This design comes from an exercise in tuning for small area, a short achievable clock period and few clock cycles on the open sky130 flow, not from production work. Only simulation tests tie the RTL to the original design; equivalence was not proved. No activity file was given, so power comes from the tool's default toggle rates.

==> flow/design.v <==
module fb_codec (
    input  wire        clk,
    input  wire        rst,           
    input  wire        cmd_valid,
    output wire        cmd_ready,
    input  wire [7:0]  cmd_op,
    input  wire [15:0] cmd_len,
    input  wire [31:0] cmd_arg,
    input  wire [6:0]  req_flags,
    input  wire [63:0] req_addr,
    input  wire [15:0] req_rcount,
    input  wire [15:0] req_cid,
    input  wire [31:0] req_delay,
    input  wire        in_valid,
    output wire        in_ready,
    input  wire [7:0]  in_data,
    output wire        out_valid,
    input  wire        out_ready,
    output wire [7:0]  out_data,
    output wire        res_valid,
    input  wire        res_ready,
    output wire [7:0]  res_code,
    output wire [31:0] res_data
);
    localparam [7:0] OP_NOP    = 8'h00,
                     OP_PACK   = 8'h01,
                     OP_UNPACK = 8'h02,
                     OP_TO14   = 8'h03,
                     OP_FROM14 = 8'h04,
                     OP_TO21   = 8'h05,
                     OP_CRC8   = 8'h08,
                     OP_CHECK  = 8'h09,
                     OP_ENCODE = 8'h10;
    localparam [7:0] ERR_NONE    = 8'h00,
                     ERR_ILLEGAL = 8'h01,
                     ERR_ARG     = 8'h03,
                     ERR_CRC     = 8'h04;
    localparam [1:0] S_IDLE  = 2'd0,
                     S_RUN   = 2'd1,
                     S_FLUSH = 2'd2,
                     S_RES   = 2'd3;
    localparam [1:0] M_PACK   = 2'd0,
                     M_UNPACK = 2'd1,
                     M_CRC    = 2'd2;
    reg [1:0]   state;
    reg [1:0]   mode;
    reg         is_check;
    reg [15:0]  in_rem;         
    reg [127:0] hdr_sr;         
    reg [4:0]   hdr_rem;        
    reg [13:0]  acc;            
    reg [3:0]   acc_n;          
    reg [16:0]  out_cnt;        
    reg [7:0]   crc;
    reg [7:0]   last_byte;      
    reg         out_valid_r;
    reg [7:0]   out_data_r;
    reg [7:0]   res_code_r;
    reg [31:0]  res_data_r;
    reg [127:0] hdr_new;
    reg [4:0]   hdr_len;
    always @* begin
        hdr_new = 128'd0;
        hdr_len = 5'd0;
        if (req_flags[2]) begin                           
            hdr_new = hdr_new | ({64'd0, req_addr} << (hdr_len * 8));
            hdr_len = hdr_len + 5'd8;
        end
        if (req_flags[3]) begin                           
            hdr_new = hdr_new | ({96'd0, req_cid, req_rcount} << (hdr_len * 8));
            hdr_len = hdr_len + 5'd4;
        end
        if (req_flags[4]) begin                           
            hdr_new = hdr_new | ({96'd0, req_delay} << (hdr_len * 8));
            hdr_len = hdr_len + 5'd4;
        end
    end
    reg [7:0] crc_next;
    integer   t;
    always @* begin
        crc_next = crc;
        for (t = 0; t < 8; t = t + 1) begin
            if (crc_next[0] ^ in_data[t])
                crc_next = (crc_next >> 1) ^ 8'h8C;
            else
                crc_next = crc_next >> 1;
        end
    end
    wire        out_free = !out_valid_r || out_ready;
    wire        from_hdr = (hdr_rem != 5'd0);
    wire        src_ok   = from_hdr || ((in_rem != 16'd0) && in_valid);
    wire [7:0]  src_byte = from_hdr ? hdr_sr[7:0] : in_data;
    reg         emit;
    reg [7:0]   emit_byte;
    reg         take;
    reg [13:0]  acc_next;
    reg [3:0]   acc_n_next;
    reg [13:0]  a1;
    reg [3:0]   n1;
    always @* begin
        emit       = 1'b0;
        emit_byte  = 8'd0;
        take       = 1'b0;
        a1         = acc;
        n1         = acc_n;
        acc_next   = acc;
        acc_n_next = acc_n;
        case (mode)
            M_PACK: begin
                if (acc_n >= 4'd7 && out_free) begin
                    emit      = 1'b1;
                    emit_byte = {1'b0, acc[6:0]};
                    a1        = acc >> 7;
                    n1        = acc_n - 4'd7;
                end
                take       = src_ok && (n1 <= 4'd6);
                acc_next   = take ? (a1 | ({6'd0, src_byte} << n1)) : a1;
                acc_n_next = take ? (n1 + 4'd8) : n1;
            end
            M_UNPACK: begin
                if (acc_n >= 4'd8 && out_free) begin
                    emit      = 1'b1;
                    emit_byte = acc[7:0];
                    a1        = acc >> 8;
                    n1        = acc_n - 4'd8;
                end
                take       = (in_rem != 16'd0) && in_valid && (n1 <= 4'd7);
                acc_next   = take ? (a1 | ({7'd0, in_data[6:0]} << n1)) : a1;
                acc_n_next = take ? (n1 + 4'd7) : n1;
            end
            default: begin
                take = (in_rem != 16'd0) && in_valid;
            end
        endcase
    end
    wire run_emit = (state == S_RUN) && emit;
    assign cmd_ready = (state == S_IDLE);
    assign in_ready  = (state == S_RUN) && !from_hdr && (in_rem != 16'd0) &&
                       ((mode == M_CRC) ||
                        (mode == M_PACK   && n1 <= 4'd6) ||
                        (mode == M_UNPACK && n1 <= 4'd7));
    assign out_valid = out_valid_r;
    assign out_data  = out_data_r;
    assign res_valid = (state == S_RES);
    assign res_code  = res_code_r;
    assign res_data  = res_data_r;
    wire flush_emit = (state == S_FLUSH) && (mode == M_PACK) &&
                      (acc_n != 4'd0) && out_free;
    always @(posedge clk) begin
        if (rst) begin
            state       <= S_IDLE;
            mode        <= M_PACK;
            is_check    <= 1'b0;
            in_rem      <= 16'd0;
            hdr_sr      <= 128'd0;
            hdr_rem     <= 5'd0;
            acc         <= 14'd0;
            acc_n       <= 4'd0;
            out_cnt     <= 17'd0;
            crc         <= 8'd0;
            last_byte   <= 8'd0;
            out_valid_r <= 1'b0;
            out_data_r  <= 8'd0;
            res_code_r  <= 8'd0;
            res_data_r  <= 32'd0;
        end else begin
            if (run_emit) begin
                out_valid_r <= 1'b1;
                out_data_r  <= emit_byte;
            end else if (flush_emit) begin
                out_valid_r <= 1'b1;
                out_data_r  <= {1'b0, acc[6:0]};
            end else if (out_ready) begin
                out_valid_r <= 1'b0;
            end
            case (state)
                S_IDLE: begin
                    if (cmd_valid) begin
                        acc       <= 14'd0;
                        acc_n     <= 4'd0;
                        out_cnt   <= 17'd0;
                        crc       <= 8'd0;
                        last_byte <= 8'd0;
                        hdr_sr    <= 128'd0;
                        hdr_rem   <= 5'd0;
                        in_rem    <= cmd_len;
                        is_check  <= (cmd_op == OP_CHECK);
                        res_code_r <= ERR_NONE;
                        res_data_r <= 32'd0;
                        case (cmd_op)
                            OP_NOP: state <= S_RES;
                            OP_PACK: begin
                                mode  <= M_PACK;
                                state <= S_RUN;
                            end
                            OP_UNPACK: begin
                                mode  <= M_UNPACK;
                                state <= S_RUN;
                            end
                            OP_TO14: begin
                                res_data_r <= {23'd0, cmd_arg[7], 1'b0, cmd_arg[6:0]};
                                state      <= S_RES;
                            end
                            OP_FROM14: begin
                                res_data_r <= {24'd0, cmd_arg[8], cmd_arg[6:0]};
                                state      <= S_RES;
                            end
                            OP_TO21: begin
                                res_data_r <= {8'd0, 1'b0, cmd_arg[20:14],
                                               1'b0, cmd_arg[13:7], 1'b0, cmd_arg[6:0]};
                                state      <= S_RES;
                            end
                            OP_CRC8: begin
                                mode  <= M_CRC;
                                state <= S_RUN;
                            end
                            OP_CHECK: begin
                                mode <= M_CRC;
                                if (cmd_len == 16'd0) begin
                                    res_code_r <= ERR_ARG;
                                    state      <= S_RES;
                                end else begin
                                    state <= S_RUN;
                                end
                            end
                            OP_ENCODE: begin
                                mode    <= M_PACK;
                                hdr_sr  <= hdr_new;
                                hdr_rem <= hdr_len;
                                in_rem  <= req_flags[5] ? cmd_len : 16'd0;
                                state   <= S_RUN;
                            end
                            default: begin
                                res_code_r <= ERR_ILLEGAL;
                                state      <= S_RES;
                            end
                        endcase
                    end
                end
                S_RUN: begin
                    if (run_emit)
                        out_cnt <= out_cnt + 17'd1;
                    if (take) begin
                        if (from_hdr) begin
                            hdr_sr  <= hdr_sr >> 8;
                            hdr_rem <= hdr_rem - 5'd1;
                        end else begin
                            in_rem <= in_rem - 16'd1;
                        end
                        if (mode == M_CRC) begin
                            if (is_check && in_rem == 16'd1)
                                last_byte <= in_data;
                            else
                                crc <= crc_next;
                        end
                    end
                    acc   <= acc_next;
                    acc_n <= acc_n_next;
                    if (!from_hdr && in_rem == 16'd0 &&
                        ((mode == M_PACK   && acc_n < 4'd7) ||
                         (mode == M_UNPACK && acc_n < 4'd8) ||
                         (mode == M_CRC)))
                        state <= S_FLUSH;
                end
                S_FLUSH: begin
                    if (flush_emit) begin
                        acc_n   <= 4'd0;
                        out_cnt <= out_cnt + 17'd1;
                    end else if (mode != M_PACK || acc_n == 4'd0) begin
                        if (!out_valid_r) begin
                            state <= S_RES;
                            case (mode)
                                M_CRC: begin
                                    if (is_check) begin
                                        res_data_r <= {15'd0, (crc == last_byte), crc, last_byte};
                                        res_code_r <= (crc == last_byte) ? ERR_NONE : ERR_CRC;
                                    end else begin
                                        res_data_r <= {24'd0, crc};
                                    end
                                end
                                default: res_data_r <= {15'd0, out_cnt};
                            endcase
                        end
                    end
                end
                S_RES: begin
                    if (res_ready)
                        state <= S_IDLE;
                end
            endcase
        end
    end
endmodule
==> flow/run.sh <==
#!/bin/bash
# synth_recipe.tcl (not shown) runs the flow's synth.tcl, then flattens the netlist and writes it again
# the make line also repeats each setting of config.mk as NAME=value (left out here)
make -C /OpenROAD-flow-scripts/flow DESIGN_CONFIG=/design/flow/config.mk WORK_HOME=/design/flow/orfs CLKGATE_MAP_FILE= SYNTH_SCRIPT=/design/flow/synth_recipe.tcl finish
==> flow/config.mk <==
export PLATFORM = sky130hd
export DESIGN_NAME = fb_codec
export DESIGN_NICKNAME = fb_codec
export VERILOG_FILES = /design/flow/design.v
export SDC_FILE = /design/flow/constraint.sdc
export NUM_CORES = 4
export LEC_CHECK = 0
export CAP_MARGIN = 20
export CORE_MARGIN = 2
export CORE_UTILIZATION = 40
export PLACE_DENSITY = 0.6
export SLEW_MARGIN = 20
==> flow/constraint.sdc <==
create_clock -name core_clock -period 5.0 [get_ports {clk}]
set_input_delay 1.0000 -clock core_clock [delete_from_list [all_inputs] [get_ports {clk}]]
set_output_delay 1.0000 -clock core_clock [all_outputs]
set_load 0.01 [all_outputs]
==> summary.md <==
| Metric | Value |
|---|---|
| Post-Synthesis Cells | `1794` |
| TNS Setup | `0 ns` |
| Io pins | `257` |
| Setup crit end kind | `output port` |
| FF-to-FF Start | `acc_n[1]` |
| Placed insts | `2346` |
| PortBufs | `228` |
| Hold_buf cts | `0` |
| Area of the mapped netlist | `0.0138 sq mm` |
| Max-slew headroom | `12.4%` |
| Post-synth EDFFs | `0` |
| Worst EP required | `4.00 ns` |
| Crit. Startpoint | `acc_n[1]` |
| Top cells by area in the synthesized netlist | `dfxtp_1, o21ai_0, nor2_1` |
| Reg-to-reg endpoint | `out_cnt[14]` |
| Flops & latches, synth | `240` |
| CTS Root Cell | `clkbuf_16` |
| Iter 0 DRT Violations | `1756` |
| Num rows | `68` |
| CP Class | `flip-flop to output port` |
| Worst Tran Pin Value | `1.31 ns` |
| Die Span X | `190 um` |
| Share of cells above drive strength 1 | `7.00%` |
| Count of final setup violators | `0` |
| Drt total wl | `49100 um` |
| Core area | `0.0343 sq mm` |
| Netlist cell types | `85` |
| Total CTS buffers | `29` |
| Seq/Total Area, Yosys | `34.7%` |
| Main synth FF type | `dfxtp_1` |
| Final hold vios | `0` |
| Reg-to-reg setup timing slack | `1.48 ns` |
| Status | `no timing/DRC/antenna violations` |
| Total die area | `0.0361 sq mm` |
| Vias per std cell | `5.89` |
| Die Ht | `190 um` |
| Clock Sinks | `240` |
| Antenna diodes | `0` |
| WHS | `0.445 ns` |
| Grt ovf | `0` |
| Worst Path Arrival | `3.58 ns` |
| Yosys top cell by area | `dfxtp_1` |
| Reg clk slew, reported paths | `0.06 ns` |
| Routed Antenna Nets | `0` |
| Max Cap Viol | `0` |
| Largest net degree at the start of global routing | `212` |
| LEAKAGE | `5.82 nW` |
| Drt first pass iters | `6` |
| Vias in the first global route | `13400` |
| Worst Setup EP | `in_ready` |
| Clock Latency Late Sink | `0.55 ns` |
| RSZ-0062 raised after global routing | `no` |
| Pwr Density | `558 mW/mm^2` |
| Final worst path period need | `4.58 ns` |
| Worst setup SP type | `flip-flop` |
| Initial antenna violation count | `1` |
| # Post-CTS Setup Buffers | `0` |
| Skew final | `0.0165 ns` |
| CTS HTree Levels | `1` |
| Slew Limit Fails | `0` |
| First-pass GRT wire length | `76500 um` |
| Vias | `14100` |
| R2R depth | `9` |
| Fraction of registers with async set/reset | `0%` |
| Worst VDD drop | `0.497 mV` |
| Highest Clock Rate | `218 MHz` |
| Tot GR Track Use | `26.5%` |
| Hpwl dp | `34300 um` |
| Post-CTS Resized | `0` |
| Remaining DRCs | `0` |
| RD Place Congestion | `0.911` |
| Ys Warns | `1` |
| Layout area overhead | `24.3%` |
| Initial Utilization | `40.4%` |
| Post-layout util | `50.2%` |
| Non-Filler Instances | `2399` |
| Hold/Removal Path Class | `flip-flop to flip-flop` |
| Final nets | `2140` |
| Crit-path max FO | `17` |
| Wire per inst | `20.5 um` |
| Placed inst area | `0.0163 sq mm` |
| Syn avg cell area | `7.72 sq um` |
| Area share of the largest cell type after synthesis | `34.7%` |
| Final instance area | `0.0172 sq mm` |
| Period utilization | `91.7%` |
| CTS tree | `built` |
| Max clock buf depth | `3` |
==> cells in the mapped netlist, types with 5 or more instances <==
master and number:
dfxtp_1 240, nor2_1 237, nand2_1 212, o21ai_0 190, clkbuf_1 112, a21oi_1 95, a22oi_1 59, a311oi_1 56
nor3_1 50, nand3_1 44, a211oi_1 36, mux2i_1 34, a222oi_1 33, xor2_1 30, buf_2 27, buf_4 25
xnor2_1 21, inv_1 20, a221oi_1 19, nand4_1 17, nand2b_1 14, ha_1 13, nand3b_1 13, a31oi_1 11
nor2b_1 10, nor4_1 10, o211ai_1 10, and2_1 9, and3_1 9, nor3_2 9, or3_1 9, mux2_2 8
or2_2 8, mux4_2 7, buf_1 6, o31ai_1 6, a21o_1 5, and4_1 5
==> sequential cells by signal, summed over array words and instances, names as in the netlist, 4 cells and up <==
signal      count
acc            14
acc_n           4
crc             8
hdr_rem         5
hdr_sr        128
in_rem         16
last_byte       8
out_cnt        17
out_data_r      8
res_data_r     23
==> layer usage <==
| metal | wire (um) | track usage (%) | part of all wire (%) | vias to the layer above |
|---|---|---|---|---|
| li1 | - | - | - | 6769 |
| met5 | 0 | 0 | 0 | - |
| met2 | 22700 | 43.1 | 46 | 590 |
| met3 | 3780 | 4.54 | 7.7 | 74 |
| met1 | 21500 | 36.1 | 44 | 6708 |
| met4 | 1230 | 7.51 | 2.5 | 0 |
==> worst max-delay path, cell delays in order (launching register included) <==
cell and delay [ns]:
dfxtp_1 0.76, inv_1 0.22, ha_1 0.37, and4_1 0.22
o22ai_1 0.27, a21oi_1 0.12, o21ai_0 0.22, and4_1 0.29
clkdlybuf4s50_1 0.56
==> through the flow <==
stage / total power, mW / worst slack, ns
after detailed placement: 7.45 / 0.480
after global placement: 7.37 / 0.456
after global routing: 10.3 / 0.193
after CTS: 9.59 / 0.402
final: 9.59 / 0.416
after floorplan: 6.17 / 1.83
==> worst min-delay path by stage <==
stage | cells past startpoint | slack, ns | endpoint | start
6_report | 2 | 0.45 | hdr_sr[123] | hdr_sr[123]
4_1_cts | 2 | 0.45 | hdr_sr[123] | hdr_sr[123]
5_1_grt | 2 | 0.46 | hdr_sr[121] | hdr_sr[121]
3_5_place_dp | 2 | 0.44 | hdr_sr[121] | hdr_sr[121]
3_3_place_gp | 2 | 0.43 | hdr_sr[120] | hdr_sr[120]
2_1_floorplan | 2 | 0.43 | hdr_sr[120] | hdr_sr[120]
==> power breakdown <==
| group | switching (mW) | leakage [nW] | internal [mW] |
|---|---|---|---|
| Combinational | 2.97 | 3.39 | 1.64 |
| Sequential | 0.393 | 1.96 | 2.46 |
| Clock | 0.853 | 0.466 | 1.28 |
==> kinds of logic (layout without fill, tap and decap cells) <==
family                     after synthesis  count (layout)  synth area share (%)
AOI/OAI and AO/OA                      569             569                  27.4
xor gates and xnor gates                52              52                  3.43
adders and majority gates               14              14                  1.25
buffers and inverters                  193             330                  6.26
DFF                                    240             240                  34.7
muxes                                   49              49                  4.25
other                                    1              14                0.0271
and+or+nand+nor                        676             676                  22.6
==> placed cells by master (no fill, tap or decap), types with 10 or more instances in the layout <==
master and count:
nor4_1 10, nand2_1 212, clkdlybuf4s50_1 226, a311oi_1 56
xnor2_1 21, a221oi_1 19, ha_1 12, a31oi_1 11
nor3_1 49, xor2_1 30, dfxtp_1 240, clkbuf_16 29
nand3b_1 13, o21ai_0 190, nand4_1 17, mux2i_1 34
nand2b_1 14, o211ai_1 10, nor3_2 10, nor2_1 235
nand3_1 44, inv_1 20, a222oi_1 33, buf_4 25
a22oi_1 59, a21oi_1 94, conb_1 14, a211oi_1 36
==> final cells by class <==
cell class                 instances  area [sq um]
fill                            3364         17100
sequential                       240          4800
tap                              455           569
inverter                          21          78.8
clock inverter                    12           140
clock buffer                      41           811
multi-input combinational       1374          8270
timing repair buffer             256          2530
Testbench counts, summed over its fixed seeds: cycles 36,909.

-- afterwards: timing with drivers on the ports --
Ports are ideal in the flow. The routed layout listed here was re-timed in OpenROAD. Step 1 assumes that a clkbuf_16 drives the clock port and a buf_2 every other input. Step 2 times the ports against the registers' clock, not the clock port: input delays grow and output delays shrink by t, the midpoint of the rising clock arrivals with the driver on. a / b / c = ideal / step 1 / step 2; a / b = the first two.
t (ns): 0.597
slack for setup (ns): 0.416 / 0.360 / 0.412
hold WS [ns]: 0.445 / 0.445 / 0.445
After both steps setup and hold are still met in this run. For this run, drivers alone change the setup slack by -0.056 ns; drivers and shift together by -0.004 ns.
